From an optimization exercise on the open Yosys and OpenROAD flow, aimed at small area, a short achievable clock period and few clock cycles; shortcuts taken in it are not production practice.
Where RTL was checked, it was by simulation tests only, not by an equivalence proof against the original.
The RTL of runs 1 to 3 was laid out without a check of its function.
Power is estimated from default activity; no workload was simulated.

===== run.sh =====
#!/bin/bash
# synth_recipe.tcl (not shown) runs the flow's synth.tcl, then flattens the netlist and writes it again
# the make line also repeats each setting of config.mk as NAME=value (left out here)
make -C /OpenROAD-flow-scripts/flow DESIGN_CONFIG=/design/flow/config.mk WORK_HOME=/design/flow/orfs CLKGATE_MAP_FILE= SYNTH_SCRIPT=/design/flow/synth_recipe.tcl finish

===== config.mk =====
export PLATFORM = sky130hd
export DESIGN_NAME = cc_framer
export DESIGN_NICKNAME = cc_framer
export VERILOG_FILES = /design/flow/design.v
export SDC_FILE = /design/flow/constraint.sdc
export NUM_CORES = 4
export LEC_CHECK = 0
export CAP_MARGIN = 20
export CORE_MARGIN = 2
export CORE_UTILIZATION = 40
export PLACE_DENSITY = 0.6
export SETUP_SLACK_MARGIN = 5
export SLEW_MARGIN = 20

===== constraint.sdc =====
create_clock -name core_clock -period 8.0 [get_ports {clk}]
set_input_delay 1.6000 -clock core_clock [delete_from_list [all_inputs] [get_ports {clk}]]
set_output_delay 1.6000 -clock core_clock [all_outputs]
set_load 0.01 [all_outputs]

===== design.v =====
module cc_framer (
    input  wire        clk,
    input  wire        rst,
    input  wire        cmd_valid,
    output wire        cmd_ready,
    input  wire [1:0]  cmd_op,       
    input  wire [15:0] cmd_arg,      
    input  wire [31:0] cmd_time,     
    input  wire        in_valid,
    output reg         in_ready,
    input  wire [7:0]  in_data,
    output reg         out_valid,
    input  wire        out_ready,
    output wire [7:0]  out_data,
    output wire        out_last,
    output reg         resp_valid,
    input  wire        resp_ready,
    output reg         resp_err,
    output reg         resp_desync,
    output wire [15:0] resp_nout,
    output reg  [31:0] resp_desync_count
);
    localparam OP_FEED  = 2'd0;
    localparam OP_DISC  = 2'd1;
    localparam OP_SETMD = 2'd2;
    localparam N  = 260;           
    localparam M  = 20;            
    localparam K  = N / M;         
    localparam PB = 5;             
    localparam JB = 4;             
    localparam D  = 4;             
    localparam DB = 2;             
    localparam F  = 5;             
    reg  [8*N-1:0] ring;
    reg  [PB-1:0]  wp;             
    reg  [JB-1:0]  wj;             
    reg  [PB-1:0]  hp;             
    reg  [JB-1:0]  hj;             
    reg  [8:0]     cnt;            
    reg  [1:0]     fph;            
    reg  [8:0]     fneed;          
    reg            gar;            
    wire           wr;             
    wire           rd;             
    wire           empty = (cnt == 9'd0);
    wire           w_tap = (wp == {PB{1'b0}});
    wire           h_tap = (hp == {PB{1'b0}});
    reg  [7:0]     rbyte;          
    genvar gj;
    generate
        for (gj = 0; gj < K; gj = gj + 1) begin : g_tap
            wire wsel;
            if (gj == 0) begin : g_w0
                assign wsel = wr && (empty || wj == gj);
            end else begin : g_wj
                assign wsel = wr && !empty && wj == gj;
            end
            always @(posedge clk) begin
                ring[8*(gj*M)+7 -: 8] <= wsel ? in_data
                                         : ring[8*((gj*M+N-1)%N)+7 -: 8];
            end
            if (M > 1) begin : g_seg
                always @(posedge clk) begin
                    ring[8*(gj*M+M)-1 : 8*(gj*M+1)] <= ring[8*(gj*M+M-1)-1 : 8*(gj*M)];
                end
            end
        end
    endgenerate
    wire [JB-1:0]  hj_nt = (hp == M - 1) ? ((hj == K - 1) ? {JB{1'b0}} : hj + 1'b1) : hj;
    integer ij;
    always @(posedge clk) begin
        for (ij = 0; ij < K; ij = ij + 1)
            if (hj_nt == ij)
                rbyte <= ring[8*((ij*M+N-2)%N) +: 8];
    end
    reg  [F-1:0] ov;               
    reg  [8:0]   oe [0:F-1];       
    assign out_data  = oe[0][7:0];
    assign out_last  = oe[0][8];
    wire         pop = out_valid && out_ready;
    wire [F-1:0] ov_s = pop ? {1'b0, ov[F-1:1]} : ov;
    wire [F-1:0] ins;
    reg  [1:0] rph;                
    reg  [8:0] rneed;              
    reg  [6:0] frd;                
    reg  [6:0] fw;                 
    wire   r_ok   = (gar ? !empty : (frd != fw)) && h_tap;
    assign rd     = r_ok && !ov[F-1];
    wire   r_last = rph[1] && (rneed == 9'd1);
    reg        c_v;
    reg  [1:0] c_op;
    reg [15:0] c_arg;
    reg        c_to;               
    reg [15:0] maxdelay;
    reg        lock;
    reg [31:0] last_time;
    reg        last_valid;
    reg [15:0] rem;                
    reg        cur_des;            
    reg  [6:0] fr;                 
    reg [15:0] ncnt;               
    assign resp_nout = ncnt;
    reg  [8:0]    q [0:D-1];
    reg  [DB-1:0] q_wp, q_rp;
    reg  [DB:0]   q_n;
    wire          q_nf = (q_n != D);
    assign cmd_ready = !c_v;
    wire        acc     = cmd_valid && !c_v;
    wire [16:0] t_dl    = {1'b0, cmd_time[15:0]} - {1'b0, last_time[15:0]};
    wire        t_bl    = t_dl[16];
    wire [17:0] t_lo    = {2'b0, cmd_time[15:0]} - {2'b0, last_time[15:0]}
                          - {2'b0, maxdelay} - 18'd1;
    wire        t_logt  = t_bl ? (t_lo[17:16] != 2'b10) : !t_lo[17];
    wire [15:0] t_x     = cmd_time[31:16] ^ last_time[31:16];
    wire [16:0] t_pa;              
    assign t_pa[0] = 1'b1;
    genvar gt;
    generate
        for (gt = 0; gt < 16; gt = gt + 1) begin : g_pa
            assign t_pa[gt+1] = t_pa[gt] & last_time[16+gt];
        end
    endgenerate
    wire        t_hz    = t_bl ? (t_x == t_pa[15:0]) : (t_x == 16'd0);
    wire        a_to    = (maxdelay != 16'd0) && last_valid && (!t_hz || t_logt);
    wire        c_feed  = (c_op == OP_FEED);
    wire        c_feedw = c_feed && (c_arg != 16'd0);
    wire        c_disc  = (c_op == OP_DISC) || (c_feed && c_to);
    assign wr = in_valid && in_ready;
    wire        w_comp  = fph[1] && (fneed == 9'd1);
    wire        w_c     = wr && w_comp;
    wire        fin     = wr && (rem == 16'd1);
    wire        st_idle = (rem == 16'd0) && c_v && (q_nf || c_feedw) &&
                          (!c_disc || frd == fw);
    wire        start   = st_idle || (fin && c_v && c_feedw && !c_disc);
    wire        st_feed = start && c_feed;
    wire        disc    = st_idle && c_disc;
    wire        push_st = st_idle && !c_feedw;
    wire        push    = fin || push_st;
    wire        st_err  = (c_op == OP_SETMD) && lock;
    wire        st_des  = c_feed && c_to && (fph != 2'd0);
    wire [8:0]  q_in    = fin ? {fw + {6'd0, w_c}, cur_des, 1'b0}
                              : {fw, st_des, st_err};
    wire [8:0]  q_hd    = q[q_rp];
    wire        f_pop   = pop && oe[0][8];
    wire [6:0]  fr_p1   = fr + 7'd1;
    wire [6:0]  fr_nx   = f_pop ? fr_p1 : fr;
    wire        hd_eq0  = (fr == q_hd[8:2]);
    wire        hd_eq1  = (fr_p1 == q_hd[8:2]);
    wire        rfree   = !resp_valid || resp_ready;
    wire        rel     = (q_n != 0) && (f_pop ? hd_eq1 : hd_eq0) && rfree;
    wire        g_now   = fph[1] && ((rem[15:9] != 7'd0) || (rem[8:0] >= fneed));
    wire        wr1     = wr && !rd;
    wire        rd1     = rd && !wr;
    wire        empty_n = disc || (wr1 ? 1'b0 : rd1 ? (cnt == 9'd1) : empty);
    wire        nfull_n = wr1 ? (cnt != N - 1) : rd1 ? 1'b1 : (cnt != N);
    wire        wtap_n  = wr || (wp == M - 1);
    wire        remz_n  = st_feed ? (c_arg == 16'd0) : wr ? (rem == 16'd1) : (rem == 16'd0);
    wire        rem1_n  = st_feed ? (c_arg == 16'd1) : wr ? (rem == 16'd2) : (rem == 16'd1);
    wire [DB:0] q_n_n   = (push && !rel) ? q_n + 1'b1 :
                          (rel && !push) ? q_n - 1'b1 : q_n;
    wire        qnf_n   = (q_n < D - 1) || ((q_n == D - 1) && !push);
    wire        ir_n    = !remz_n && (!rem1_n || qnf_n) &&
                          (empty_n || (wtap_n && nfull_n));
    always @(posedge clk) begin
        if (rst) begin
            c_v        <= 1'b0;
            maxdelay   <= 16'd50;
            lock       <= 1'b0;
            last_time  <= 32'd0;
            last_valid <= 1'b0;
            rem        <= 16'd0;
            cur_des    <= 1'b0;
            fph        <= 2'd0;
            fneed      <= 9'd0;
            gar        <= 1'b0;
            fw         <= 7'd0;
            fr         <= 7'd0;
            ncnt       <= 16'd0;
            rph        <= 2'd0;
            rneed      <= 9'd0;
            frd        <= 7'd0;
            wp         <= {PB{1'b0}};
            wj         <= {JB{1'b0}};
            hp         <= {PB{1'b0}};
            hj         <= {JB{1'b0}};
            cnt        <= 9'd0;
            in_ready   <= 1'b0;
            out_valid  <= 1'b0;
            q_wp       <= {DB{1'b0}};
            q_rp       <= {DB{1'b0}};
            q_n        <= {(DB+1){1'b0}};
            resp_valid <= 1'b0;
            resp_err   <= 1'b0;
            resp_desync <= 1'b0;
            resp_desync_count <= 32'd0;
        end else begin
            if (acc) begin
                c_v    <= 1'b1;
                c_op   <= cmd_op;
                c_arg  <= cmd_arg;
                c_to   <= a_to;
                if (cmd_op == OP_FEED && maxdelay != 16'd0) begin
                    last_time  <= cmd_time;
                    last_valid <= 1'b1;
                end
            end else if (start) begin
                c_v    <= 1'b0;
            end
            if (wr) begin
                rem <= rem - 16'd1;
                if (w_comp) begin
                    fph  <= 2'd0;
                    fw   <= fw + 7'd1;
                end else if (fph[1]) begin
                    fneed <= fneed - 9'd1;
                end else begin
                    fph  <= fph + 2'd1;
                    fneed <= {1'b0, in_data} + 9'd3;
                end
            end
            if (start) begin
                case (c_op)
                OP_FEED: begin
                    lock    <= 1'b1;
                    rem     <= c_arg;
                    cur_des <= st_des;
                end
                OP_SETMD: begin
                    if (!lock)
                        maxdelay <= c_arg;
                end
                default: ;
                endcase
            end
            if (disc)
                fph <= 2'd0;
            gar <= g_now && !w_c && !disc;
            if (wr && empty) begin
                wp <= {PB{1'b0}};
                wj <= {JB{1'b0}};
            end else if (!wr) begin
                if (wp == M - 1) begin
                    wp <= {PB{1'b0}};
                    wj <= (wj == K - 1) ? {JB{1'b0}} : wj + 1'b1;
                end else begin
                    wp <= wp + 1'b1;
                end
            end
            if (wr && empty) begin
                hp <= 1;
                hj <= {JB{1'b0}};
            end else if (!rd) begin
                if (hp == M - 1) begin
                    hp <= {PB{1'b0}};
                    hj <= (hj == K - 1) ? {JB{1'b0}} : hj + 1'b1;
                end else begin
                    hp <= hp + 1'b1;
                end
            end
            if (disc)
                cnt <= 9'd0;
            else if (wr1)
                cnt <= cnt + 9'd1;
            else if (rd1)
                cnt <= cnt - 9'd1;
            in_ready <= ir_n;
            if (rd) begin
                if (r_last) begin
                    rph  <= 2'd0;
                    frd  <= frd + 7'd1;
                end else if (rph[1]) begin
                    rneed <= rneed - 9'd1;
                end else begin
                    rph  <= rph + 2'd1;
                    rneed <= {1'b0, rbyte} + 9'd3;
                end
            end
            fr <= fr_nx;
            out_valid <= (ov_s[0] || ins[0]) && !(rel || !rfree);
            if (push)
                q_wp <= q_wp + 1'b1;
            if (rel) begin
                q_rp <= q_rp + 1'b1;
                resp_valid  <= 1'b1;
                resp_err    <= q_hd[0];
                resp_desync <= q_hd[1];
                resp_desync_count <= resp_desync_count + {31'd0, q_hd[1]};
            end else if (resp_ready) begin
                resp_valid <= 1'b0;
            end
            if (resp_valid && resp_ready)
                ncnt <= 16'd0;
            else if (f_pop)
                ncnt <= ncnt + 16'd1;
            q_n <= q_n_n;
        end
    end
    always @(posedge clk) begin
        if (push)
            q[q_wp] <= q_in;
    end
    genvar gi;
    generate
        for (gi = 0; gi < F; gi = gi + 1) begin : g_oq
            assign ins[gi] = rd && !ov_s[gi] && (gi == 0 || ov_s[(gi+F-1)%F]);
            always @(posedge clk) begin
                if (ins[gi])
                    oe[gi] <= {r_last, rbyte};
                else if (pop && gi < F - 1)
                    oe[gi] <= oe[(gi+1)%F];
                if (rst)
                    ov[gi] <= 1'b0;
                else
                    ov[gi] <= ov_s[gi] || ins[gi];
            end
        end
    endgenerate
endmodule

==> results.json, run 1 <==
{
  "drc": 0,
  "io_buffers": 126,
  "min_path_cells": 0,
  "gr-total-overflow": 0,
  "end_kind": "flip-flop",
  "clk-insertion-delay-late_ps": 870,
  "timing.final.crit_share_pct": 50.4,
  "cts_sinks": 2394,
  "cts_tree": "built",
  "p_switching_uw": 5180,
  "min_path_type": "reg2reg",
  "design.die.area_mm2": 0.155,
  "startpoint_type": "primary input",
  "cts_root_buffer": "clkbuf_16",
  "cts_hold_buffers": 0,
  "startpoint": "cmd_time[0]",
  "power_density_mw_per_mm2": 328,
  "yosys_warnings": 2,
  "antenna_found_initial": 7,
  "r2r_cells": 14,
  "p_comb_share_pct": 4.6,
  "ant_nets": 0,
  "required_ps": 8540,
  "die_h_um": 393,
  "final_common_cell": "dfxtp_1",
  "pin_count": 127,
  "hold_viol": 0,
  "coreArea_mm2": 0.150,
  "syn_area_mm2": 0.0606,
  "clkPwrFrac_pct": 43.9,
  "setup_violations": 0,
  "track_usage_pct": 13.6,
  "seq_power_share_pct": 51.5,
  "rows": 142,
  "gp_congestion": 0.800,
  "start_util_pct": 40.4,
  "drt_iter0_drc": 1574,
  "p_sw_share_pct": 21.4,
  "cp_slowest_stage_delay_ps": 350,
  "crit_type": "in2reg",
  "drive_gt1_share_pct": 20.0,
  "irDropWorstVdd_v": 0.000248,
  "setup_ws_ps": 3970,
  "avgSynthCellArea_um2": 14.7,
  "mostFrequentLayoutCells": "2222 x dfxtp_1, 213 x clkbuf_16, 207 x nor2_1, 153 x nand2_1, 134 x mux2_2",
  "path_max_fanout": 3,
  "post-place-ws_ps": 2530,
  "skew_ps": 108,
  "intPower_uw": 19000,
  "async_flop_share_pct": 0,
  "hpwl_um": 62800,
  "viasPerCell": 4.43,
  "wl_um": 105000,
  "status": "finished clean",
  "area_growth_pct": 21.5,
  "grt_max_degree": 56,
  "timing.fmax_mhz": 248,
  "wire_per_inst_um": 15.7,
  "fin_nets": 4640,
  "synth_seq_cells": 2394,
  "cts_buffers": 213,
  "synth_seq_area_share_pct": 80.8,
  "ys.flop_type": "dfxtp_1",
  "period_needed_ps": 4030,
  "ys_types": 93,
  "synth_edf_count": 108,
  "power_leakage_uw": 0.0289,
  "fin_setup_tns_ps": 0,
  "clk_pin_slew_worst_paths_ps": 60,
  "slew_headroom_pct": 35.1,
  "die_x_um": 393,
  "hold_path_end": "ring[2060]",
  "drv_slew": 0,
  "cts_max_path_buffers": 3,
  "cp_cell_sequence": "buf_6 > inv_4 > ha_4 > fa_2 > nor2b_2 > o31a_1 > o41ai_4 > o211ai_1 > nand2_1 > xnor2_2 > ha_1 > a22o_1 > nor4_2 > a311o_1 > nor4b_4 > a31oi_1",
  "max_slew.worst_pin.slew_ps": 971,
  "crit_path_top_delay_cell": "fa_2",
  "cp.arrival_ps": 4580,
  "rsz0062_at_grt": "yes",
  "grt_pass1_vias": 29207,
  "fin_util_pct": 49.1,
  "cap_violations": 0,
  "syn_inst": 4112,
  "grt_pass1_wl_um": 163000,
  "firstDrtPassIters": 5,
  "hold_start": "ring[2052]",
  "r2r_end": "c_to",
  "reg2reg_slack_ps": 4520,
  "syn_nets": 4255,
  "dr_total_vias": 29637,
  "cts_max_level": 4,
  "reg2reg_from": "last_time[0]"
}
## sequential cells by signal, indices dropped and copies added (netlist names), 8 cells and up, named ones only
| register | cells |
|---|---|
| cnt | 9 |
| resp_desync_count | 32 |
| ring | 2080 |
| last_time | 32 |
| ncnt | 16 |
| rneed | 9 |
| rem | 16 |
| oe | 45 |
| maxdelay | 16 |
| rbyte | 8 |
| fneed | 9 |
| c_arg | 16 |
| q | 36 |
## synthesized netlist by cell type, types with 11 or more instances
library cell | n | area (um2)
a211oi_1 | 28 | 210
a21oi_1 | 108 | 541
a31oi_1 | 16 | 100
and2_1 | 14 | 87.6
and3_1 | 15 | 93.8
clkbuf_1 | 75 | 282
dfxtp_1 | 2286 | 45800
edfxtp_1 | 108 | 3240
ha_1 | 77 | 963
inv_1 | 99 | 372
mux2_2 | 135 | 1520
mux2i_1 | 73 | 731
nand2_1 | 164 | 616
nand2b_1 | 16 | 100
nand3_1 | 50 | 250
nand4_1 | 38 | 238
nor2_1 | 215 | 807
nor2b_1 | 25 | 156
nor3_1 | 44 | 220
nor4_1 | 34 | 213
o211ai_1 | 11 | 82.6
o21a_1 | 17 | 128
o21ai_0 | 89 | 445
o22ai_1 | 11 | 68.8
or2_2 | 16 | 100
or3_1 | 17 | 106
xnor2_1 | 66 | 578
xor2_1 | 50 | 438
## per-stage QoR
step	instance area (um2)	hold slack, ps	cells	total power (uW)
floorplan	60900	310	4112	13400
global placement	64500	310	6181	13700
detailed placement	64500	312	6181	13700
CTS	73100	237	6657	24400
global route	73700	249	6695	25100
finish	73700	249	6697	24200
## worst max-delay path, delay by kind of cell
kind | cells | cell delay, ps
compound gates | 6 | 1250
xor+xnor | 1 | 170
fa+ha+maj | 3 | 810
buf+inv | 2 | 110
simple gates | 4 | 640
## logic make-up (layout without fill, tap and decap cells)
family / count (synthesis) / count (layout) / synth area share [%]
mux: 221 / 222 / 4.12
xor+xnor: 122 / 122 / 1.91
simple gates: 711 / 712 / 5.95
fa+ha+maj: 79 / 79 / 1.66
other cells: 0 / 2 / 0
flops: 2394 / 2394 / 80.8
compound gates: 392 / 392 / 4.24
buf+inv: 193 / 758 / 1.28
## power groups by stage
stage	combinational (uW)	sequential, uW	clock [uW]
3_3_place_gp	979	12700	0
2_1_floorplan	751	12700	0
3_5_place_dp	997	12700	0
6_report	1120	12500	10600
5_1_grt	1250	12500	11400
4_1_cts	1070	12500	10900
## what timing repair did
item	4_1_cts	5_1_grt
setup buffers	77	36
gates resized for setup	463	62
endpoints found under the setup margin	366	88
cloned	2	2
pin swaps	32	39
## final cells by class
class / instances / area [um2]
diodes: 2 / 5.00
clock buffers: 291 / 6020
clock inverters: 106 / 1610
fillers: 12726 / 76500
inverters: 101 / 417
multi-input cells: 1527 / 11800
flip-flops and latches: 2394 / 49100
well taps: 2016 / 2520
repair buffers: 259 / 2110
repair inverters: 1 / 8.76
## metal layers
layer | share of wire [%] | track usage (%) | up-vias
li1 | - | - | 14639
met1 | 48 | 18.5 | 14190
met2 | 44 | 20.7 | 566
met3 | 4.9 | 3.19 | 232
met4 | 3.4 | 5.83 | 10
met5 | 0.057 | 0 | -
## how the worst max path moves through the flow
stage          endpoint  slack (ps)  depth (start not counted)
4_1_cts            c_to        3840                         16
2_1_floorplan      c_to        3490                         15
3_3_place_gp       c_to        2550                         16
5_1_grt            c_to        3790                         16
6_report           c_to        3970                         16
3_5_place_dp       c_to        2530                         16
==> inputs of run 2 (changes only) <==
--- a/config.mk
+++ b/config.mk
@@ -11,3 +11,3 @@
 export PLACE_DENSITY = 0.6
-export SETUP_SLACK_MARGIN = 5
+export SETUP_SLACK_MARGIN = 4.5
 export SLEW_MARGIN = 20
==> run 2 against run 1 <==
Synthesized cell count unchanged. Clock power about the same. Combinational power down 9.8%. Fmax up 1.3%. Sequential power about the same. Total power down 2.0%. Utilization down 0.93 points. Highest routed layer unchanged.
==> results.json, run 2 <==
{
  "async_flop_share_pct": 0,
  "r2r_end": "c_to",
  "wl_met3_um": 4350,
  "hold_start": "ring[107]",
  "start_util_pct": 40.4,
  "power_leakage_uw": 0.0281,
  "pin_count": 127,
  "intPower_uw": 18600,
  "track_usage_pct": 13.0,
  "ys.flop_type": "dfxtp_1",
  "seq_power_share_pct": 52.5,
  "synthSimpleGateAreaFrac_pct": 5.95,
  "largest_register": "ring",
  "yosysMostFrequentCell": "dfxtp_1",
  "cts_hold_buffers": 0,
  "synth_top_family_by_area": "simple AND/OR/NAND/NOR gates",
  "drv_slew": 0,
  "grt_max_degree": 78,
  "rsz0062_at_grt": "yes",
  "dr_total_vias": 28945,
  "synth_seq_cells": 2394,
  "startpoint": "cmd_time[0]",
  "firstDrtPassIters": 5,
  "gr-total-overflow": 0,
  "fillers": 12772,
  "yosys_warnings": 2,
  "p_switching_uw": 5080,
  "largest_reg_flops": 2080,
  "synth_top_area_cell": "dfxtp_1",
  "clkPwrFrac_pct": 43.2,
  "design.die.area_mm2": 0.155,
  "min_path_type": "reg2reg",
  "drc": 0,
  "synthAdderAreaFrac_pct": 1.66,
  "end_kind": "flip-flop",
  "avgSynthCellArea_um2": 14.7,
  "synth-compound-area-share_pct": 4.24,
  "ys_types": 93,
  "timing.fmax_mhz": 251,
  "hold_viol": 0,
  "reg_top3": "ring (2080), oe (45), q (36)",
  "grt_pass1_vias": 28391,
  "synth_seq_area_share_pct": 80.8,
  "power_density_mw_per_mm2": 328,
  "cap_violations": 0,
  "syn_nets": 4255,
  "cts_max_level": 4,
  "final_common_cell": "dfxtp_1",
  "timing.final.crit_share_pct": 49.8,
  "wire_per_inst_um": 15.3,
  "clk_pin_slew_worst_paths_ps": 60,
  "max_slew.worst_pin.slew_ps": 1050,
  "gp_congestion": 0.829,
  "synth_edf_count": 108,
  "power.total_uw": 23700,
  "reg2reg_from": "last_time[0]",
  "status": "finished clean",
  "r2r_cells": 14,
  "reg2reg_slack_ps": 4540,
  "grt_pass1_wl_um": 158000,
  "highest_layer": "met5",
  "startpoint_type": "primary input",
  "io_buffers": 126,
  "slew_headroom_pct": 29.5,
  "skew_ps": 45.9,
  "die_h_um": 393,
  "setup_violations": 0,
  "crit_type": "in2reg",
  "critPathCapture": "c_to",
  "drt_iter0_drc": 1201,
  "ant_nets": 0,
  "synth.area.mux_share_pct": 4.12,
  "drive_gt1_share_pct": 14.4,
  "p_comb_share_pct": 4.3,
  "die_x_um": 393,
  "antenna_found_initial": 4,
  "fin_nets": 4552,
  "p_sw_share_pct": 21.4,
  "syn_area_mm2": 0.0606,
  "wl_met1_um": 50000,
  "rows": 142,
  "viasPerCell": 4.38,
  "path_max_fanout": 3,
  "synth_commonest_cells": "2286 x dfxtp_1, 215 x nor2_1, 164 x nand2_1, 135 x mux2_2",
  "hpwl_um": 62500,
  "area_growth_pct": 19.2,
  "cts_buffers": 210,
  "postLayoutCellArea_mm2": 0.0723,
  "period_needed_ps": 3980,
  "synth_top_area_share_pct": 75.5,
  "cts_tree": "built",
  "mostFrequentLayoutCells": "2278 x dfxtp_1, 213 x nor2_1, 211 x clkbuf_16, 157 x nand2_1, 134 x mux2_2",
  "irDropWorstVdd_v": 0.000262,
  "cts_root_buffer": "clkbuf_16",
  "coreArea_mm2": 0.150,
  "syn_inst": 4112,
  "wl_um": 101000,
  "dr_wl_met2_um": 44200,
  "required_ps": 8560,
  "cp.arrival_ps": 4550,
  "cts_sinks": 2394,
  "post-place-ws_ps": 2540,
  "synthTopCellsByArea": "dfxtp_1 75%, edfxtp_1 5.4%, mux2_2 2.5%",
  "cts_max_path_buffers": 3,
  "clk-insertion-delay-late_ps": 820,
  "setup_ws_ps": 4020,
  "synth_xor_area_share_pct": 1.91,
  "fin_setup_tns_ps": 0,
  "placed_area_mm2": 0.0643
}
run 2: cell counts after synthesis:
Identical to the previous run, type by type.
run 2: worst min-delay path by stage:
| stage | endpoint | slack, ps | cells after the start |
|---|---|---|---|
| final | ring[115] | 290 | 0 |
| after floorplan | ring[1000] | 310 | 0 |
| after detailed placement | ring[1072] | 310 | 0 |
| after global routing | ring[115] | 300 | 0 |
| after global placement | ring[403] | 310 | 0 |
| after CTS | ring[756] | 290 | 0 |
run 2: kinds of logic after synthesis:
logic type / after synthesis
muxes: 221
AOI/OAI and AO/OA: 392
adders and majority gates: 79
and+or+nand+nor: 711
xor gates and xnor gates: 122
DFF: 2394
buffers and inverters: 193
run 2: metal layers:
layer / vias up / GRT usage, %
li1: 14458 / -
met1: 13800 / 18.1
met2: 496 / 19.9
met3: 189 / 2.98
met4: 2 / 4.71
met5: - / 0
run 2: area by class of cell:
type	count	area (um2)	share of cell area (%)
sequential	2394	49000	67.8
multi-input combinational	1527	11300	15.7
clock buffer	293	6020	8.33
tap	2016	2520	3.49
timing repair buffer	175	1640	2.27
clock inverter	102	1370	1.90
inverter	101	389	0.538
antenna	2	5.00	0.00692
run 2: worst max-delay path, stage by stage:
cell,delay [ps]
buf_6,80
inv_4,30
ha_4,150
fa_2,350
nor2b_2,130
o31a_1,230
o41ai_4,90
o211ai_1,270
a41oi_2,190
xnor2_2,180
ha_1,290
a22o_1,190
nor4_2,140
a311o_1,270
nor4b_4,220
a31oi_1,120
run 2: power by group through the flow:
stage / Clock, uW / Combinational, uW / Sequential, uW
final: 10300 / 1010 / 12400
after floorplan: 0 / 706 / 12700
after global placement: 0 / 938 / 12700
after detailed placement: 0 / 953 / 12700
after CTS: 10500 / 993 / 12400
after global routing: 11000 / 1120 / 12500
run 2: timing repair:
action | CTS | global route
resized for setup | 62 | 40
buffers inserted | 18 | 8
cloned | 0 | 2
pin swaps | 28 | 16
setup endpoints to repair | 139 | 64
hold endpoints to repair | 0 | 0
run 2: per-stage QoR:
stage	cells	hold slack, ps	util, %
2_1_floorplan	4112	310	-
3_3_place_gp	6183	310	42.8
3_5_place_dp	6184	312	42.8
4_1_cts	6597	286	48.0
5_1_grt	6608	296	48.1
6_report	6610	295	48.1
==> inputs of run 3 (changes only) <==
--- a/design.v
+++ b/design.v
@@ -92,3 +92,7 @@
     reg [15:0] c_arg;
+    reg        c_ok;               
     reg        c_to;               
+    reg [15:0] c_dl;               
+    reg        c_chk;              
+    reg        c_hto;              
     reg [15:0] maxdelay;
@@ -110,5 +114,2 @@
     wire        t_bl    = t_dl[16];
-    wire [17:0] t_lo    = {2'b0, cmd_time[15:0]} - {2'b0, last_time[15:0]}
-                          - {2'b0, maxdelay} - 18'd1;
-    wire        t_logt  = t_bl ? (t_lo[17:16] != 2'b10) : !t_lo[17];
     wire [15:0] t_x     = cmd_time[31:16] ^ last_time[31:16];
@@ -123,3 +124,3 @@
     wire        t_hz    = t_bl ? (t_x == t_pa[15:0]) : (t_x == 16'd0);
-    wire        a_to    = (maxdelay != 16'd0) && last_valid && (!t_hz || t_logt);
+    wire        a_chk   = (maxdelay != 16'd0) && last_valid;
     wire        c_feed  = (c_op == OP_FEED);
@@ -131,5 +132,5 @@
     wire        fin     = wr && (rem == 16'd1);
-    wire        st_idle = (rem == 16'd0) && c_v && (q_nf || c_feedw) &&
+    wire        st_idle = (rem == 16'd0) && c_v && c_ok && (q_nf || c_feedw) &&
                           (!c_disc || frd == fw);
-    wire        start   = st_idle || (fin && c_v && c_feedw && !c_disc);
+    wire        start   = st_idle || (fin && c_v && c_ok && c_feedw && !c_disc);
     wire        st_feed = start && c_feed;
@@ -166,2 +167,3 @@
             c_v        <= 1'b0;
+            c_ok       <= 1'b0;
             maxdelay   <= 16'd50;
@@ -200,3 +202,5 @@
                 c_arg  <= cmd_arg;
-                c_to   <= a_to;
+                c_dl   <= t_dl[15:0];
+                c_chk  <= a_chk;
+                c_hto  <= a_chk && !t_hz;
                 if (cmd_op == OP_FEED && maxdelay != 16'd0) begin
@@ -208,2 +212,4 @@
             end
+            c_ok <= c_v && !acc;
+            c_to <= c_hto || (c_chk && (c_dl > maxdelay));
             if (wr) begin
--- a/config.mk
+++ b/config.mk
@@ -11,3 +11,3 @@
 export PLACE_DENSITY = 0.6
-export SETUP_SLACK_MARGIN = 4.5
+export SETUP_SLACK_MARGIN = 5
 export SLEW_MARGIN = 20
==> run 3 against run 2 <==
Still clean on timing, DRC and antenna. Cell count rose by 1.6%. Utilization rose by 0.82 points. Synthesized cell count rose by 0.49%. Clock power barely moved. Non-clock buffer count rose by 91. Clock-buffer cell count rose by 5. Fmax rose by 16%. Largest cell class unchanged.
==> results.json, run 3 <==
{
  "drive_gt1_share_pct": 19.9,
  "cp_cell_sequence": "buf_8 > nand4_1 > nor3_2 > xnor3_1 > nand2_2 > or4_4 > or4_4 > or3_1 > a21oi_1",
  "startpoint_type": "primary input",
  "synth-compound-area-share_pct": 3.71,
  "end_kind": "flip-flop",
  "hold_viol": 0,
  "cpMostUsedCell": "or4_4",
  "cp.depth": 9,
  "wl_um": 106000,
  "synth_top_area_cell": "dfxtp_1",
  "syn_area_mm2": 0.0607,
  "design.die.area_mm2": 0.155,
  "largest_register": "ring",
  "drc": 0,
  "gp_congestion": 0.791,
  "crit_type": "in2reg",
  "p_switching_uw": 4790,
  "cts_max_level": 4,
  "yosysMostFrequentCell": "dfxtp_1",
  "pin_count": 127,
  "cp.arrival_ps": 4170,
  "period_needed_ps": 3430,
  "skew_ps": 42.4,
  "power_density_mw_per_mm2": 316,
  "cp_slowest_stage_delay_ps": 570,
  "dr_total_vias": 29697,
  "cts_max_path_buffers": 3,
  "syn_inst": 4132,
  "synth_commonest_cells": "2287 x dfxtp_1, 248 x nor2_1, 190 x nand2_1, 126 x edfxtp_1, 126 x mux2_2",
  "p_comb_share_pct": 2.9,
  "syn_nets": 4276,
  "drv_slew": 0,
  "antenna_found_initial": 9,
  "track_usage_pct": 13.5,
  "min_path_type": "reg2reg",
  "synth.area.mux_share_pct": 3.97,
  "slew_headroom_pct": 30.6,
  "setup_ws_ps": 4570,
  "hpwl_um": 62700,
  "largest_reg_flops": 2080,
  "synth_edf_count": 126,
  "final_common_cell": "dfxtp_1",
  "intPower_uw": 18500,
  "reg_top3": "ring (2080), oe (45), q (36)",
  "irDropWorstVdd_v": 0.000194,
  "synth_top_area_share_pct": 75.4,
  "fin_nets": 4668,
  "crit_path_top_delay_cell": "or4_4",
  "path_max_fanout": 6,
  "power_leakage_uw": 0.0290,
  "gr-total-overflow": 0,
  "reg2reg_slack_ps": 4710,
  "wire_per_inst_um": 15.7,
  "avgSynthCellArea_um2": 14.7,
  "synth_top_family_by_area": "simple AND/OR/NAND/NOR gates",
  "firstDrtPassIters": 5,
  "rsz0062_at_grt": "yes",
  "synthSimpleGateAreaFrac_pct": 5.82,
  "mostFrequentLayoutCells": "2224 x dfxtp_1, 236 x nor2_1, 215 x clkbuf_16, 171 x nand2_1",
  "ant_nets": 0,
  "clk_pin_slew_worst_paths_ps": 70,
  "start_util_pct": 40.4,
  "synth_seq_cells": 2413,
  "grt_pass1_vias": 29041,
  "ys_types": 76,
  "status": "finished clean",
  "cp.buffers_inverters": 1,
  "startpoint": "out_ready",
  "min_path_cells": 0,
  "crit_family": "simple AND/OR/NAND/NOR gates",
  "cts_buffers": 210,
  "r2r_cells": 7,
  "max_slew.worst_pin.slew_ps": 1040,
  "cts_sinks": 2413,
  "area_growth_pct": 21.2,
  "rows": 142,
  "synthAdderAreaFrac_pct": 1.67,
  "cts_tree": "built",
  "timing.fmax_mhz": 291,
  "setup_violations": 0,
  "clkPwrFrac_pct": 43.6,
  "required_ps": 8740,
  "drt_iter0_drc": 1706,
  "seq_power_share_pct": 53.5,
  "hold_start": "ring[1667]",
  "cts_hold_buffers": 0,
  "fin_setup_tns_ps": 0,
  "die_h_um": 394,
  "async_flop_share_pct": 0,
  "post-place-ws_ps": 3050,
  "grt_max_degree": 58,
  "coreArea_mm2": 0.150,
  "cap_violations": 0,
  "p_sw_share_pct": 20.6,
  "cts_root_buffer": "clkbuf_16",
  "clk-insertion-delay-late_ps": 820,
  "viasPerCell": 4.42,
  "timing.final.crit_share_pct": 42.9,
  "synth_xor_area_share_pct": 2.04,
  "ys.flop_type": "dfxtp_1",
  "io_buffers": 126,
  "die_x_um": 394,
  "grt_pass1_wl_um": 164000,
  "synth_seq_area_share_pct": 81.6,
  "synthTopCellsByArea": "dfxtp_1 75%, edfxtp_1 6.2%, mux2_2 2.3%",
  "yosys_warnings": 2
}
run 3: cells by family (layout without fill, tap and decap cells):
family	after synthesis	after routing
other	0	2
muxes	212	213
DFF	2413	2413
buffers and inverters	179	739
and+or+nand+nor	746	752
adders and majority gates	80	80
xor gates and xnor gates	135	135
AOI/OAI and AO/OA	367	367
run 3: metal layers:
metal | share of wire, % | GRT usage (%)
met5 | 0.031 | 0
met4 | 3.4 | 5.86
met3 | 4.8 | 3.11
met2 | 44 | 20.3
met1 | 48 | 18.4
run 3: worst paths after layout:
check,to
hold reg to reg,ring[1675]
hold / removal,ring[1675]
setup reg to reg,resp_desync_count[25]
setup / recovery,resp_desync_count[25]
run 3: area by class of cell:
cell class | instances | area, um2
timing repair buffer | 266 | 2190
multi-input combinational | 1547 | 11700
inverter | 86 | 342
antenna | 2 | 5.00
clock buffer | 298 | 6080
clock inverter | 89 | 1060
tap | 2016 | 2520
fill | 12779 | 76700
sequential | 2413 | 49700
run 3: stage by stage:
step,power (uW),std cells,utilization (%),cell area [um2],hold slack [ps]
finish,23300,6717,49.0,73600,308
global placement,13300,6202,43.0,64700,310
floorplan,13100,4132,-,61200,310
detailed placement,13300,6202,43.0,64700,312
global route,24200,6715,49.0,73600,302
CTS,23500,6684,48.5,73000,307
run 3: power groups by stage:
stage	clock network (uW)	registers (uW)	logic, uW
final	10200	12500	672
after global routing	10900	12500	743
after CTS	10400	12500	640
after detailed placement	0	12700	575
after global placement	0	12700	565
after floorplan	0	12700	416
run 3: repair_timing:
item                                    CTS  global route
gates resized for setup                 485            81
endpoints found under the setup margin  422           222
gates cloned                              8             1
pin swaps                                48            36
setup buffers                            87            30
==> inputs of run 4 (changes only) <==
--- a/design.v
+++ b/design.v
@@ -48,2 +48,3 @@
     reg  [7:0]     rbyte;          
+    reg  [K-1:0]   wen;            
     genvar gj;
@@ -51,10 +52,4 @@
         for (gj = 0; gj < K; gj = gj + 1) begin : g_tap
-            wire wsel;
-            if (gj == 0) begin : g_w0
-                assign wsel = wr && (empty || wj == gj);
-            end else begin : g_wj
-                assign wsel = wr && !empty && wj == gj;
-            end
             always @(posedge clk) begin
-                ring[8*(gj*M)+7 -: 8] <= wsel ? in_data
+                ring[8*(gj*M)+7 -: 8] <= (in_valid && wen[gj]) ? in_data
                                          : ring[8*((gj*M+N-1)%N)+7 -: 8];
@@ -150,3 +145,4 @@
     wire        rfree   = !resp_valid || resp_ready;
-    wire        rel     = (q_n != 0) && (f_pop ? hd_eq1 : hd_eq0) && rfree;
+    wire        rel     = (q_n != 0) && rfree &&
+                          (hd_eq0 || (hd_eq1 && out_valid && oe[0][8] && out_ready));
     wire        g_now   = fph[1] && ((rem[15:9] != 7'd0) || (rem[8:0] >= fneed));
@@ -164,2 +160,5 @@
                           (empty_n || (wtap_n && nfull_n));
+    wire [JB-1:0] wj_n  = (empty_n || (wr && empty)) ? {JB{1'b0}} :
+                          (wr || wp != M - 1) ? wj :
+                          (wj == K - 1) ? {JB{1'b0}} : wj + 1'b1;
     always @(posedge clk) begin
@@ -189,2 +188,3 @@
             in_ready   <= 1'b0;
+            wen        <= {K{1'b0}};
             out_valid  <= 1'b0;
@@ -272,2 +272,4 @@
             in_ready <= ir_n;
+            for (ij = 0; ij < K; ij = ij + 1)
+                wen[ij] <= ir_n && (wj_n == ij);
             if (rd) begin
--- a/config.mk
+++ b/config.mk
@@ -10,2 +10,4 @@
 export CORE_UTILIZATION = 40
+export CTS_CLUSTER_DIAMETER = 50
+export CTS_CLUSTER_SIZE = 40
 export PLACE_DENSITY = 0.6
==> run 4 against run 3 <==
Highest routed layer unchanged. Critical path type is now reg2reg. Clock-buffer cell count is 150 lower. Wire length is 3.7% lower. First-iteration DRC count is 0.29% lower. Cell count is 1.0% lower. Via count is 0.83% lower.
==> results.json, run 4 <==
{
  "syn_nets": 4354,
  "max_slew.worst_pin.slew_ps": 1060,
  "irDropWorstVdd_v": 0.000234,
  "cap_violations": 0,
  "use_met1_pct": 17.6,
  "largest_reg_flops": 2080,
  "final_common_cell": "dfxtp_1",
  "end_kind": "flip-flop",
  "dr_total_vias": 29450,
  "yosys_warnings": 2,
  "synth_edf_count": 126,
  "drt_iter0_drc": 1701,
  "clk-insertion-delay-late_ps": 800,
  "use_met3_pct": 2.99,
  "largest_register": "ring",
  "rsz0062_at_grt": "yes",
  "regArea_mm2": 0.0500,
  "drc": 0,
  "synth_top_area_cell": "dfxtp_1",
  "timing.fmax_mhz": 315,
  "mostFrequentLayoutCells": "2233 x dfxtp_1, 238 x nor2_1, 199 x nand2_1, 144 x clkbuf_16, 126 x edfxtp_1",
  "min_path_type": "reg2reg",
  "fillers": 13082,
  "startpoint_type": "flip-flop",
  "io_buffers": 126,
  "ys_types": 90,
  "multi_input_area_mm2": 0.0119,
  "start_util_pct": 40.4,
  "antenna_found_initial": 3,
  "synth_commonest_cells": "2300 x dfxtp_1, 248 x nor2_1, 205 x nand2_1, 126 x edfxtp_1, 120 x mux2_2",
  "gr-total-overflow": 0,
  "synth_seq_cells": 2426,
  "crit_type": "reg2reg",
  "path_max_fanout": 8,
  "power_leakage_uw": 0.0281,
  "ys.flop_type": "dfxtp_1",
  "wl_um": 102000,
  "grt_pass1_wl_um": 159000,
  "die_x_um": 396,
  "area_growth_pct": 17.7,
  "gp_congestion": 0.806,
  "drv_slew": 0,
  "timing.final.crit_share_pct": 39.7,
  "cts_hold_buffers": 0,
  "ant_nets": 0,
  "setup_violations": 0,
  "power_density_mw_per_mm2": 302,
  "hpwl_um": 63200,
  "synth_top_area_share_pct": 74.9,
  "syn_inst": 4212,
  "hold_viol": 0,
  "firstDrtPassIters": 5,
  "top_usage_layer": "met2",
  "cp.arrival_ps": 3860,
  "period_needed_ps": 3180,
  "skew_ps": 65.0,
  "yosysMostFrequentCell": "dfxtp_1",
  "groute.layer.met2.usage_pct": 20.0,
  "synth_seq_area_share_pct": 81.1,
  "fin_nets": 4634,
  "viasPerCell": 4.43,
  "pin_count": 127,
  "avgSynthCellArea_um2": 14.6,
  "slew_headroom_pct": 29.2,
  "clk_pin_slew_worst_paths_ps": 110,
  "cts_tree": "built",
  "die_h_um": 396,
  "cts_sinks": 2426,
  "drive_gt1_share_pct": 17.4,
  "grt_pass1_vias": 28341,
  "cts_max_path_buffers": 3,
  "reg_top3": "ring (2080), oe (45), q (36)",
  "fin_setup_tns_ps": 0,
  "async_flop_share_pct": 0,
  "cts_buffers": 142,
  "status": "finished clean",
  "design.die.area_mm2": 0.157,
  "track_usage_pct": 12.9,
  "synthTopCellsByArea": "dfxtp_1 75%, edfxtp_1 6.2%, mux2_2 2.2%",
  "fin_util_pct": 47.5,
  "wire_per_inst_um": 15.3,
  "coreArea_mm2": 0.152,
  "required_ps": 8690,
  "cts_max_level": 4,
  "syn_area_mm2": 0.0614,
  "rows": 143,
  "cts_root_buffer": "clkbuf_16",
  "grt_max_degree": 77
}
run 4: changes by cell type after synthesis, moves of 13 or more:
cell,change
a21o_1,+13
dfxtp_1,+13
buf_2,+16
clkbuf_1,-21
nand2_1,+15
xnor2_1,-13
run 4: worst max-delay path, stage by stage, from the launching register on:
cell	delay [ps]
dfxtp_4	440
mux4_2	530
or2_1	270
a21o_1	210
a31oi_4	200
o22a_4	190
nor3_4	50
inv_4	80
ha_4	130
inv_2	40
fa_2	340
xor2_1	170
or3_1	310
a21oi_1	120
run 4: area by class of cell:
cell class	count	share of cell area (%)
flip-flops and latches	2426	69.1
multi-input cells	1606	16.4
clock buffers	148	5.03
well taps	2030	3.51
clock inverters	117	2.81
repair buffers	232	2.66
inverters	84	0.469
diodes	4	0.0138
run 4: repair_timing:
| action | CTS | global route |
|---|---|---|
| cloned | 2 | 1 |
| buffers inserted | 69 | 18 |
| resized for setup | 444 | 65 |
| endpoints found under the setup margin | 336 | 115 |
| pin swaps | 27 | 34 |
run 4: power breakdown:
part           switching (uW)  total (uW)  internal [uW]
clock network            4620        8590           3970
logic                     415         760            344
registers                 120       12500          12400
total                    5160       21900          16700
run 4: stage by stage:
| step | instance area, um2 | cells | hold slack, ps | worst slack, ps | total power, uW |
|---|---|---|---|---|---|
| after floorplan | 61900 | 4212 | 310 | 4350 | 13200 |
| after global placement | 65300 | 6287 | 309 | 3080 | 13400 |
| after detailed placement | 65300 | 6287 | 312 | 3040 | 13400 |
| after CTS | 71900 | 6623 | 261 | 4730 | 22100 |
| after global routing | 72300 | 6643 | 288 | 4680 | 22700 |
| final | 72400 | 6647 | 261 | 4820 | 21900 |
run 4: cell families (layout without fill, tap and decap cells):
logic type                 after synthesis  after routing  synth area share (%)
AOI/OAI and AO/OA                      392            394                  4.04
muxes                                  210            210                  3.85
and+or+nand+nor                        796            797                  6.38
adders and majority gates               78             78                  1.61
DFF                                   2426           2426                  81.1
buffers and inverters                  183            581                  1.21
other                                    0              4                     0
xor gates and xnor gates               127            127                  1.82
run 4: routing by layer:
layer | up-vias | part of all wire (%)
met4 | 2 | 2.8
li1 | 14713 | -
met3 | 193 | 4.6
met1 | 14072 | 49
met5 | - | 0.018
met2 | 470 | 44
run 4: final timing paths:
kind / startpoint / end / slack, ps / depth (start not counted)
setup / recovery: flip-flop / q_n[2] / 4820 / 13
hold / removal: ring[1610] / ring[1618] / 260 / 0
setup reg to reg: flip-flop / q_n[2] / 4820 / 13
hold reg to reg: ring[1610] / ring[1618] / 260 / 0
Testbench counts of run 4, summed over its fixed seeds: cycles 135,818.
==> inputs of run 5 (changes only) <==
--- a/config.mk
+++ b/config.mk
@@ -10,4 +10,4 @@
 export CORE_UTILIZATION = 40
-export CTS_CLUSTER_DIAMETER = 50
-export CTS_CLUSTER_SIZE = 40
+export CTS_CLUSTER_DIAMETER = 100
+export CTS_CLUSTER_SIZE = 30
 export PLACE_DENSITY = 0.6
==> run 5 against run 4 <==
Critical path depth shrank 3. Design area is 3.9% lower. Global-route usage fell by 0.29 points. Utilization is 1.9 points lower. Flip-flop and latch count stayed put. Register-to-register slack got worse by 20 ps. Wire length is 1.4% lower. Total power is 13% lower. Non-clock buffer count rose by 2. Synthesized cell count unchanged. Largest cell class unchanged.
==> results.json, run 5 <==
{
  "design.die.area_mm2": 0.157,
  "timing.fmax_mhz": 310,
  "cts_hold_buffers": 0,
  "critPathCapture": "c_hto",
  "coreArea_mm2": 0.152,
  "syn_inst": 4212,
  "die_h_um": 396,
  "start_util_pct": 40.4,
  "ys_types": 90,
  "largest_reg_flops": 2080,
  "gr-total-overflow": 0,
  "syn_nets": 4354,
  "wire_per_inst_um": 15.4,
  "syn_area_mm2": 0.0614,
  "gp_congestion": 0.806,
  "pin_count": 127,
  "reg2reg_slack_ps": 4800,
  "fillers": 13368,
  "clk_pin_slew_worst_paths_ps": 110,
  "die_x_um": 396,
  "hold_viol": 0,
  "hpwl_um": 63200,
  "ys.flop_type": "dfxtp_1",
  "grt_pass1_wl_um": 156000,
  "required_ps": 8480,
  "status": "finished clean",
  "rows": 143,
  "skew_ps": 44.8,
  "area_growth_pct": 13.1,
  "wl_um": 100000,
  "irDropWorstVdd_v": 0.000199,
  "synth_commonest_cells": "2300 x dfxtp_1, 248 x nor2_1, 205 x nand2_1, 126 x edfxtp_1, 120 x mux2_2",
  "reg_top3": "ring (2080), oe (45), q (36)",
  "viasPerCell": 4.44,
  "slew_headroom_pct": 29.7,
  "cts_max_level": 3,
  "cts_max_path_buffers": 3,
  "cts_sinks": 2426,
  "largest_register": "ring",
  "r2r_cells": 12,
  "cp.arrival_ps": 3710,
  "cts_root_buffer": "clkbuf_16",
  "whs_ps": 295,
  "grt_pass1_vias": 27757,
  "drc": 0,
  "period_needed_ps": 3220,
  "drv_slew": 0,
  "min_path_cells": 0,
  "io_buffers": 126,
  "synthTopCellsByArea": "dfxtp_1 75%, edfxtp_1 6.2%, mux2_2 2.2%",
  "power_density_mw_per_mm2": 273,
  "path_max_fanout": 3,
  "antenna_found_initial": 3,
  "async_flop_share_pct": 0,
  "firstDrtPassIters": 5,
  "startpoint_type": "primary input",
  "min_path_type": "reg2reg",
  "yosysMostFrequentCell": "dfxtp_1",
  "avgSynthCellArea_um2": 14.6,
  "drive_gt1_share_pct": 14.2,
  "setup_violations": 0,
  "rsz0062_at_grt": "yes",
  "fin_nets": 4588,
  "max_slew.worst_pin.slew_ps": 1050,
  "fin_setup_tns_ps": 0,
  "track_usage_pct": 12.6,
  "mostFrequentLayoutCells": "2234 x dfxtp_1, 236 x nor2_1, 198 x nand2_1, 126 x edfxtp_1, 118 x mux2_2",
  "synth_seq_area_share_pct": 81.1,
  "synth_top_area_share_pct": 74.9,
  "synth_top_area_cell": "dfxtp_1",
  "synth_edf_count": 126,
  "synth_seq_cells": 2426,
  "yosys_warnings": 2,
  "clk-insertion-delay-late_ps": 740,
  "cts_tree": "built",
  "final_common_cell": "dfxtp_1",
  "timing.final.crit_share_pct": 40.3,
  "placed_area_mm2": 0.0653,
  "end_kind": "flip-flop",
  "dr_total_vias": 28911,
  "drt_iter0_drc": 1746,
  "cts_buffers": 94,
  "r2r_end": "q_n[2]",
  "grt_max_degree": 77,
  "power_leakage_uw": 0.0266,
  "fin_util_pct": 45.7,
  "ant_nets": 0,
  "postLayoutCellArea_mm2": 0.0695,
  "crit_type": "in2reg",
  "startpoint": "cmd_time[1]",
  "cap_violations": 0
}
==> run 5: cell counts after synthesis <==
No cell type changed its count.
==> run 5: kinds of logic (layout without fill, tap and decap cells) <==
group / after synthesis / in the layout / synth area share [%]
buf+inv: 183 / 440 / 1.21
mux: 210 / 210 / 3.85
fa+ha+maj: 78 / 78 / 1.61
other cells: 0 / 3 / 0
xor+xnor: 127 / 127 / 1.82
compound gates: 392 / 395 / 4.04
simple gates: 796 / 796 / 6.38
flops: 2426 / 2426 / 81.1
==> run 5: worst min path at each step <==
stage                     from    endpoint  slack [ps]
floorplan            ring[992]  ring[1000]         310
global placement     ring[177]   ring[185]         310
detailed placement  ring[1142]  ring[1150]         310
CTS                 ring[1345]  ring[1353]         290
global route        ring[1992]  ring[2000]         290
finish              ring[1607]  ring[1615]         290
==> run 5: area by class of cell <==
class                      count  area (um2)  share of cell area, %
multi-input combinational   1606       11800                   17.0
clock buffer                 106        2420                   3.48
clock inverter                16         297                  0.427
sequential                  2426       50000                   71.9
antenna                        3        7.51                 0.0108
tap                         2030        2540                   3.65
inverter                      84         339                  0.488
timing repair buffer         234        2100                   3.02
==> run 5: report_power, final <==
| group | leakage, uW | switching, uW | internal, uW | total [uW] |
|---|---|---|---|---|
| clock network | 0.00131 | 3480 | 2240 | 5720 |
| registers | 0.0198 | 120 | 12400 | 12500 |
| logic | 0.00554 | 415 | 347 | 762 |
| total | 0.0266 | 4010 | 15000 | 19000 |
==> run 5: through the flow <==
stage | total power [uW] | instances | setup slack (ps)
final | 19000 | 6505 | 4780
after global routing | 19800 | 6502 | 4670
after CTS | 19100 | 6479 | 4740
after detailed placement | 13400 | 6287 | 3040
after global placement | 13400 | 6287 | 3080
after floorplan | 13200 | 4212 | 4350
==> run 5: critical path, cell delays in order <==
cell,delay [ps]
clkdlybuf4s15_2,210
inv_2,80
fa_2,240
nor2b_1,60
o31a_1,280
o2111ai_4,210
nand2_2,100
a41o_1,230
o41a_1,370
o311a_1,300
==> run 5: metal layers <==
metal | global-route usage, % | wire (um) | vias to the layer above
met5 | 0 | 18 | -
met4 | 4.07 | 2400 | 2
met3 | 2.18 | 3900 | 125
met2 | 19.7 | 44200 | 408
met1 | 17.7 | 49600 | 13880
li1 | - | - | 14496
==> run 5: timing repair <==
item,in CTS,in global routing
cloned,2,1
endpoints found under the setup margin,363,85
resized for setup,377,76
pin swaps,25,39
setup buffers,68,21
==> inputs of run 6 (changes only) <==
--- a/design.v
+++ b/design.v
@@ -79,4 +79,4 @@
     reg  [8:0] rneed;              
-    reg  [6:0] frd;                
-    reg  [6:0] fw;                 
+    reg  [5:0] frd;                
+    reg  [5:0] fw;                 
     wire   r_ok   = (gar ? !empty : (frd != fw)) && h_tap;
@@ -91,3 +91,5 @@
     reg        c_chk;              
-    reg        c_hto;              
+    reg        c_bl;               
+    reg        c_eq0;              
+    reg        c_eq1;              
     reg [15:0] maxdelay;
@@ -98,8 +100,9 @@
     reg        cur_des;            
-    reg  [6:0] fr;                 
+    reg  [5:0] fr;                 
     reg [15:0] ncnt;               
     assign resp_nout = ncnt;
-    reg  [8:0]    q [0:D-1];
-    reg  [DB-1:0] q_wp, q_rp;
-    reg  [DB:0]   q_n;
+    reg  [7:0]    q [0:D-1];
+    reg  [DB:0]   q_wp, q_rp;      
+    wire [DB:0]   q_n  = q_wp - q_rp;
+    wire          q_nz = (q_wp != q_rp);
     wire          q_nf = (q_n != D);
@@ -118,3 +121,2 @@
     endgenerate
-    wire        t_hz    = t_bl ? (t_x == t_pa[15:0]) : (t_x == 16'd0);
     wire        a_chk   = (maxdelay != 16'd0) && last_valid;
@@ -136,12 +138,12 @@
     wire        st_des  = c_feed && c_to && (fph != 2'd0);
-    wire [8:0]  q_in    = fin ? {fw + {6'd0, w_c}, cur_des, 1'b0}
+    wire [7:0]  q_in    = fin ? {fw + {5'd0, w_c}, cur_des, 1'b0}
                               : {fw, st_des, st_err};
-    wire [8:0]  q_hd    = q[q_rp];
+    wire [7:0]  q_hd    = q[q_rp[DB-1:0]];
     wire        f_pop   = pop && oe[0][8];
-    wire [6:0]  fr_p1   = fr + 7'd1;
-    wire [6:0]  fr_nx   = f_pop ? fr_p1 : fr;
-    wire        hd_eq0  = (fr == q_hd[8:2]);
-    wire        hd_eq1  = (fr_p1 == q_hd[8:2]);
+    wire [5:0]  fr_p1   = fr + 6'd1;
+    wire [5:0]  fr_nx   = f_pop ? fr_p1 : fr;
+    wire        hd_eq0  = (fr == q_hd[7:2]);
+    wire        hd_eq1  = (fr_p1 == q_hd[7:2]);
     wire        rfree   = !resp_valid || resp_ready;
-    wire        rel     = (q_n != 0) && rfree &&
+    wire        rel     = q_nz && rfree &&
                           (hd_eq0 || (hd_eq1 && out_valid && oe[0][8] && out_ready));
@@ -155,4 +157,2 @@
     wire        rem1_n  = st_feed ? (c_arg == 16'd1) : wr ? (rem == 16'd2) : (rem == 16'd1);
-    wire [DB:0] q_n_n   = (push && !rel) ? q_n + 1'b1 :
-                          (rel && !push) ? q_n - 1'b1 : q_n;
     wire        qnf_n   = (q_n < D - 1) || ((q_n == D - 1) && !push);
@@ -176,4 +176,4 @@
             gar        <= 1'b0;
-            fw         <= 7'd0;
-            fr         <= 7'd0;
+            fw         <= 6'd0;
+            fr         <= 6'd0;
             ncnt       <= 16'd0;
@@ -181,3 +181,3 @@
             rneed      <= 9'd0;
-            frd        <= 7'd0;
+            frd        <= 6'd0;
             wp         <= {PB{1'b0}};
@@ -190,5 +190,4 @@
             out_valid  <= 1'b0;
-            q_wp       <= {DB{1'b0}};
-            q_rp       <= {DB{1'b0}};
-            q_n        <= {(DB+1){1'b0}};
+            q_wp       <= {(DB+1){1'b0}};
+            q_rp       <= {(DB+1){1'b0}};
             resp_valid <= 1'b0;
@@ -204,3 +203,5 @@
                 c_chk  <= a_chk;
-                c_hto  <= a_chk && !t_hz;
+                c_bl   <= t_bl;
+                c_eq0  <= (t_x == 16'd0);
+                c_eq1  <= (t_x == t_pa[15:0]);
                 if (cmd_op == OP_FEED && maxdelay != 16'd0) begin
@@ -213,3 +214,3 @@
             c_ok <= c_v && !acc;
-            c_to <= c_hto || (c_chk && (c_dl > maxdelay));
+            c_to <= c_chk && (!(c_bl ? c_eq1 : c_eq0) || (c_dl > maxdelay));
             if (wr) begin
@@ -218,3 +219,3 @@
                     fph  <= 2'd0;
-                    fw   <= fw + 7'd1;
+                    fw   <= fw + 6'd1;
                 end else if (fph[1]) begin
@@ -277,3 +278,3 @@
                     rph  <= 2'd0;
-                    frd  <= frd + 7'd1;
+                    frd  <= frd + 6'd1;
                 end else if (rph[1]) begin
@@ -302,3 +303,2 @@
                 ncnt <= ncnt + 16'd1;
-            q_n <= q_n_n;
         end
@@ -307,3 +307,3 @@
         if (push)
-            q[q_wp] <= q_in;
+            q[q_wp[DB-1:0]] <= q_in;
     end
==> run 6 against run 5 <==
Wire length grew 0.35%. Register-to-register slack barely moved. Synthesized cell count shrank 1.2%. Via count fell by 0.91%. Total power is 0.19% lower. Worst hold slack better by 16 ps. Cell count decreased by 0.78%.
==> results.json, run 6 <==
{
  "r2r_end": "wen[12]",
  "avgSynthCellArea_um2": 14.7,
  "max_slew.worst_pin.slew_ps": 983,
  "fillers": 13421,
  "cts_max_path_buffers": 3,
  "design.die.area_mm2": 0.156,
  "synth_commonest_cells": "2296 x dfxtp_1, 249 x nor2_1, 195 x nand2_1, 129 x mux2_2, 124 x edfxtp_1",
  "firstDrtPassIters": 5,
  "cts_buffers": 94,
  "wire_per_inst_um": 15.6,
  "drc": 0,
  "largest_reg_flops": 2080,
  "required_ps": 8630,
  "gr-total-overflow": 0,
  "clkPwrFrac_pct": 30.3,
  "synth_top_area_cell": "dfxtp_1",
  "reg2reg_from": "cnt[4]",
  "cts_sinks": 2420,
  "reg_top3": "ring (2080), oe (45)",
  "status": "finished clean",
  "mostFrequentLayoutCells": "2238 x dfxtp_1, 240 x nor2_1, 183 x nand2_1, 124 x mux2_2, 124 x edfxtp_1",
  "final_common_cell": "dfxtp_1",
  "slew_headroom_pct": 34.5,
  "fin_cells": 6454,
  "die_x_um": 395,
  "place_inst": 6240,
  "ant_nets": 0,
  "cts_max_level": 3,
  "fin_nets": 4538,
  "cp.arrival_ps": 3820,
  "grt_max_degree": 91,
  "viasPerCell": 4.44,
  "startpoint_type": "flip-flop",
  "timing.final.crit_share_pct": 39.9,
  "track_usage_pct": 12.7,
  "synth_seq_cells": 2420,
  "hold_path_end": "ring[493]",
  "skew_ps": 34.6,
  "period_needed_ps": 3190,
  "p_switching_uw": 4000,
  "io_buffers": 126,
  "antenna_found_initial": 8,
  "p_comb_share_pct": 3.9,
  "crit_type": "reg2reg",
  "synth_seq_area_share_pct": 81.4,
  "syn_inst": 4160,
  "reg2reg_slack_ps": 4810,
  "syn_area_mm2": 0.0610,
  "drt_iter0_drc": 1641,
  "cap_violations": 0,
  "async_flop_share_pct": 0,
  "dr_total_vias": 28647,
  "ys.flop_type": "dfxtp_1",
  "hold_start": "ring[485]",
  "drive_gt1_share_pct": 14.2,
  "clk_pin_slew_worst_paths_ps": 120,
  "whs_ps": 310,
  "rows": 143,
  "min_path_type": "reg2reg",
  "fin_setup_tns_ps": 0,
  "cts_root_buffer": "clkbuf_16",
  "p_sw_share_pct": 21.1,
  "synth_edf_count": 124,
  "grt_pass1_wl_um": 158000,
  "min_path_cells": 0,
  "ys_types": 91,
  "power.total_uw": 18900,
  "clk-insertion-delay-late_ps": 720,
  "rsz0062_at_grt": "yes",
  "largest_register": "ring",
  "setup_violations": 0,
  "power_density_mw_per_mm2": 273,
  "start_util_pct": 40.2,
  "coreArea_mm2": 0.152,
  "placed_area_mm2": 0.0650,
  "pin_count": 127,
  "irDropWorstVdd_v": 0.000178,
  "area_growth_pct": 13.5,
  "yosys_warnings": 2,
  "end_kind": "flip-flop",
  "postLayoutCellArea_mm2": 0.0693,
  "path_max_fanout": 4,
  "seq_power_share_pct": 65.8,
  "intPower_uw": 15000,
  "synthTopCellsByArea": "dfxtp_1 75%, edfxtp_1 6.1%, mux2_2 2.4%",
  "syn_nets": 4305,
  "r2r_cells": 15,
  "wl_um": 100000,
  "hpwl_um": 63000,
  "synth_top_area_share_pct": 75.3,
  "grt_pass1_vias": 27803,
  "power_leakage_uw": 0.0264,
  "drv_slew": 0,
  "gp_congestion": 0.805,
  "yosysMostFrequentCell": "dfxtp_1",
  "die_h_um": 395,
  "hold_viol": 0,
  "timing.fmax_mhz": 313,
  "cts_tree": "built"
}
[run 6: worst max path at each step]
stage                     start       to  slack, ps  cells past startpoint
floorplan           cmd_time[0]     c_bl       4450                     11
global placement       in_valid   rem[1]       3270                      9
detailed placement     in_valid   rem[9]       3240                      9
CTS                      cnt[5]   wen[7]       4670                     14
global route             cnt[4]   wen[0]       4660                     15
finish                   cnt[4]  wen[12]       4810                     15
[run 6: power groups by stage]
| stage | Combinational [uW] | Clock (uW) | Sequential (uW) |
|---|---|---|---|
| finish | 740 | 5740 | 12500 |
| global route | 815 | 6380 | 12500 |
| CTS | 702 | 5960 | 12500 |
| detailed placement | 655 | 0 | 12700 |
| global placement | 648 | 0 | 12700 |
| floorplan | 507 | 0 | 12700 |
[run 6: repair_timing]
item / CTS / global route
setup buffers: 44 / 39
gates cloned: 1 / 2
hold buffers: 0 / 0
pin swaps: 34 / 50
setup endpoints to repair: 418 / 212
gates resized for setup: 349 / 78
[run 6: layout make-up]
type	count	area [um2]	area share, %
inverters	83	360	0.520
diodes	2	5.00	0.00722
multi-input cells	1566	11700	16.9
repair buffers	228	2120	3.06
clock buffers	109	2470	3.57
flip-flops and latches	2420	49800	71.9
clock inverters	16	262	0.377
well taps	2030	2540	3.67
[run 6: through the flow]
stage / worst slack [ps] / util, %
after global placement: 3270 / 42.9
after detailed placement: 3240 / 42.9
after global routing: 4660 / 45.7
after CTS: 4670 / 45.2
final: 4810 / 45.7
after floorplan: 4450 / -
[run 6: kinds of logic (layout without fill, tap and decap cells)]
logic type      Yosys count  after routing  share of synthesized area, %
flops                  2420           2420                          81.4
simple gates            758            759                          5.88
compound gates          383            383                          4.09
mux                     202            202                          3.77
buf+inv                 175            436                          1.13
xor+xnor                141            141                          2.04
fa+ha+maj                81             81                          1.69
other cells               0              2                             0
[run 6: critical path, stage by stage, from the launching register on]
cell	delay [ps]
dfxtp_4	360
or4_4	570
nor4_4	190
a21boi_1	120
o21ai_2	250
buf_12	160
inv_12	30
ha_4	150
nor3b_2	160
a21oi_1	80
or4b_4	500
o21ai_4	90
a221oi_4	110
buf_4	200
o21ai_4	60
nor2_1	60
[run 6: routing by layer]
metal  GRT usage, %  share of wire (%)
met3           1.99                3.5
met4           4.06                2.4
met1           18.0                 50
met5              0              0.014
met2           19.9                 44
Testbench counts of run 6, summed over its fixed seeds: cycles 135,818.
==> inputs of run 7 (changes only) <==
--- a/config.mk
+++ b/config.mk
@@ -9,6 +9,6 @@
 export CORE_MARGIN = 2
-export CORE_UTILIZATION = 40
+export CORE_UTILIZATION = 60
 export CTS_CLUSTER_DIAMETER = 100
 export CTS_CLUSTER_SIZE = 30
-export PLACE_DENSITY = 0.6
+export PLACE_DENSITY = 0.75
 export SETUP_SLACK_MARGIN = 5
==> run 7 against run 6 <==
Die area shrank 33%. Worst hold slack lost 6.2 ps. Non-clock buffer count shrank 14. Setup slack gained 55 ps. Clock-buffer cell count is the same. Global-route usage grew 6.5 points. Critical path type unchanged. Critical endpoint unchanged. Highest routed layer is now met4.
==> results.json, run 7 <==
{
  "synthSimpleGateAreaFrac_pct": 5.88,
  "synth_top_area_cell": "dfxtp_1",
  "yosysMostFrequentCell": "dfxtp_1",
  "cts_max_path_buffers": 3,
  "synth_top_area_share_pct": 75.3,
  "fin_nets": 4520,
  "grt_max_degree": 88,
  "avgSynthCellArea_um2": 14.7,
  "timing.final.crit_share_pct": 39.2,
  "gr-total-overflow": 0,
  "fin_setup_tns_ps": 0,
  "wl_um": 101000,
  "period_needed_ps": 3140,
  "viasPerCell": 4.95,
  "synth_seq_area_share_pct": 81.4,
  "ant_nets": 0,
  "wire_per_inst_um": 17.5,
  "grt_pass1_vias": 27978,
  "drive_gt1_share_pct": 14.1,
  "cts_buffers": 91,
  "drt_iter0_drc": 1705,
  "crit_type": "reg2reg",
  "required_ps": 8600,
  "synthAdderAreaFrac_pct": 1.69,
  "clkPwrFrac_pct": 29.6,
  "power_leakage_uw": 0.0263,
  "slew_headroom_pct": 31.0,
  "io_buffers": 126,
  "rsz0062_at_grt": "yes",
  "irDropWorstVdd_v": 0.000198,
  "cts_max_level": 3,
  "largest_reg_flops": 2080,
  "reg_top3": "ring (2080), oe (45)",
  "timing.fmax_mhz": 319,
  "hpwl_um": 62200,
  "hold_viol": 0,
  "synth_xor_area_share_pct": 2.04,
  "design.die.area_mm2": 0.104,
  "clk-insertion-delay-late_ps": 710,
  "synth_commonest_cells": "2296 x dfxtp_1, 249 x nor2_1, 195 x nand2_1, 129 x mux2_2, 124 x edfxtp_1",
  "post-place-ws_ps": 3220,
  "gp_congestion": 0.840,
  "cts_hold_buffers": 0,
  "synth_top_family_by_area": "simple AND/OR/NAND/NOR gates",
  "startpoint_type": "flip-flop",
  "cts_tree": "built",
  "mostFrequentLayoutCells": "2230 x dfxtp_1, 238 x nor2_1, 186 x nand2_1, 124 x mux2_2, 124 x edfxtp_1",
  "crit_path_top_delay_cell": "or4_4",
  "track_usage_pct": 19.2,
  "syn_inst": 4160,
  "synth-compound-area-share_pct": 4.09,
  "antenna_found_initial": 2,
  "rows": 116,
  "cts_sinks": 2420,
  "clk_pin_slew_worst_paths_ps": 110,
  "p_sw_share_pct": 20.7,
  "path_max_fanout": 4,
  "synthTopCellsByArea": "dfxtp_1 75%, edfxtp_1 6.1%, mux2_2 2.4%",
  "final_common_cell": "dfxtp_1",
  "coreArea_mm2": 0.100,
  "setup_ws_ps": 4860,
  "skew_ps": 44.0,
  "max_slew.worst_pin.slew_ps": 1030,
  "synth_seq_cells": 2420,
  "cp.arrival_ps": 3740,
  "setup_violations": 0,
  "power_density_mw_per_mm2": 276,
  "min_path_type": "reg2reg",
  "status": "finished clean",
  "pin_count": 127,
  "yosys_warnings": 2
}
-- run 7: final cells by class --
class	instances	area (um2)
clock buffers	109	2430
inverters	83	357
multi-input cells	1565	11800
diodes	1	2.50
flip-flops and latches	2420	49800
well taps	1357	1700
clock inverters	10	133
repair buffers	214	1900
fillers	6755	32300
-- run 7: worst max-delay path: cells and delay by family (launching register included) --
family	cells	cell delay (ps)
DFF	1	360
and+or+nand+nor	6	1500
AOI/OAI and AO/OA	6	580
buffers and inverters	3	450
adders and majority gates	1	150
-- run 7: cells by family after synthesis --
kind of cell | count (synthesis)
AOI/OAI and AO/OA | 383
xor gates and xnor gates | 141
adders and majority gates | 81
buffers and inverters | 175
DFF | 2420
muxes | 202
and+or+nand+nor | 758
-- run 7: path summary, 6_finish.rpt --
kind / startpoint / slack, ps / cells after the start / to
setup / recovery: cnt[5] / 4860 / 16 / wen[12]
hold / removal: ring[876] / 300 / 0 / ring[884]
setup reg to reg: cnt[5] / 4860 / 16 / wen[12]
hold reg to reg: ring[876] / 300 / 0 / ring[884]
-- run 7: power by group through the flow --
stage / clock network (uW) / registers [uW] / logic (uW)
floorplan: 0 / 12700 / 507
global placement: 0 / 12700 / 640
detailed placement: 0 / 12700 / 653
CTS: 5720 / 12500 / 701
global route: 6150 / 12500 / 836
finish: 5570 / 12500 / 762
-- run 7: routing by layer --
| layer | part of all wire (%) | up-vias | routed length [um] | global-route usage (%) |
|---|---|---|---|---|
| met1 | 48 | 13637 | 48100 | 26.9 |
| li1 | - | 14238 | - | - |
| met2 | 46 | 523 | 46300 | 31.0 |
| met5 | 0 | - | 0 | 0 |
| met4 | 2.4 | 0 | 2400 | 6.09 |
| met3 | 3.7 | 131 | 3700 | 2.65 |
-- run 7: metrics by stage --
step                power, uW  hold slack, ps  utilization [%]  cell area, um2  instances
floorplan               13200             310                -           61700       4160
finish                  18800             304             67.8           68100       5759
CTS                     18900             305             67.2           67500       5726
global route            19500             306             67.8           68100       5758
detailed placement      13400             312             63.9           64200       5564
global placement        13400             309             63.9           64200       5564
-- run 7: repair_timing --
| item | 4_1_cts | 5_1_grt |
|---|---|---|
| setup buffers | 42 | 31 |
| gates cloned | 1 | 0 |
| pin swaps | 37 | 51 |
| gates resized for setup | 329 | 118 |
| endpoints found under the setup margin | 410 | 194 |

Re-timed with assumed drivers on the ports (clkbuf_16 on the clock, buf_2 on other inputs), run 7 has 4.861 ns of setup slack against 4.861 ns with ideal ports, and 4.216 ns once port delays also move by the mid clock arrival of 0.762 ns.
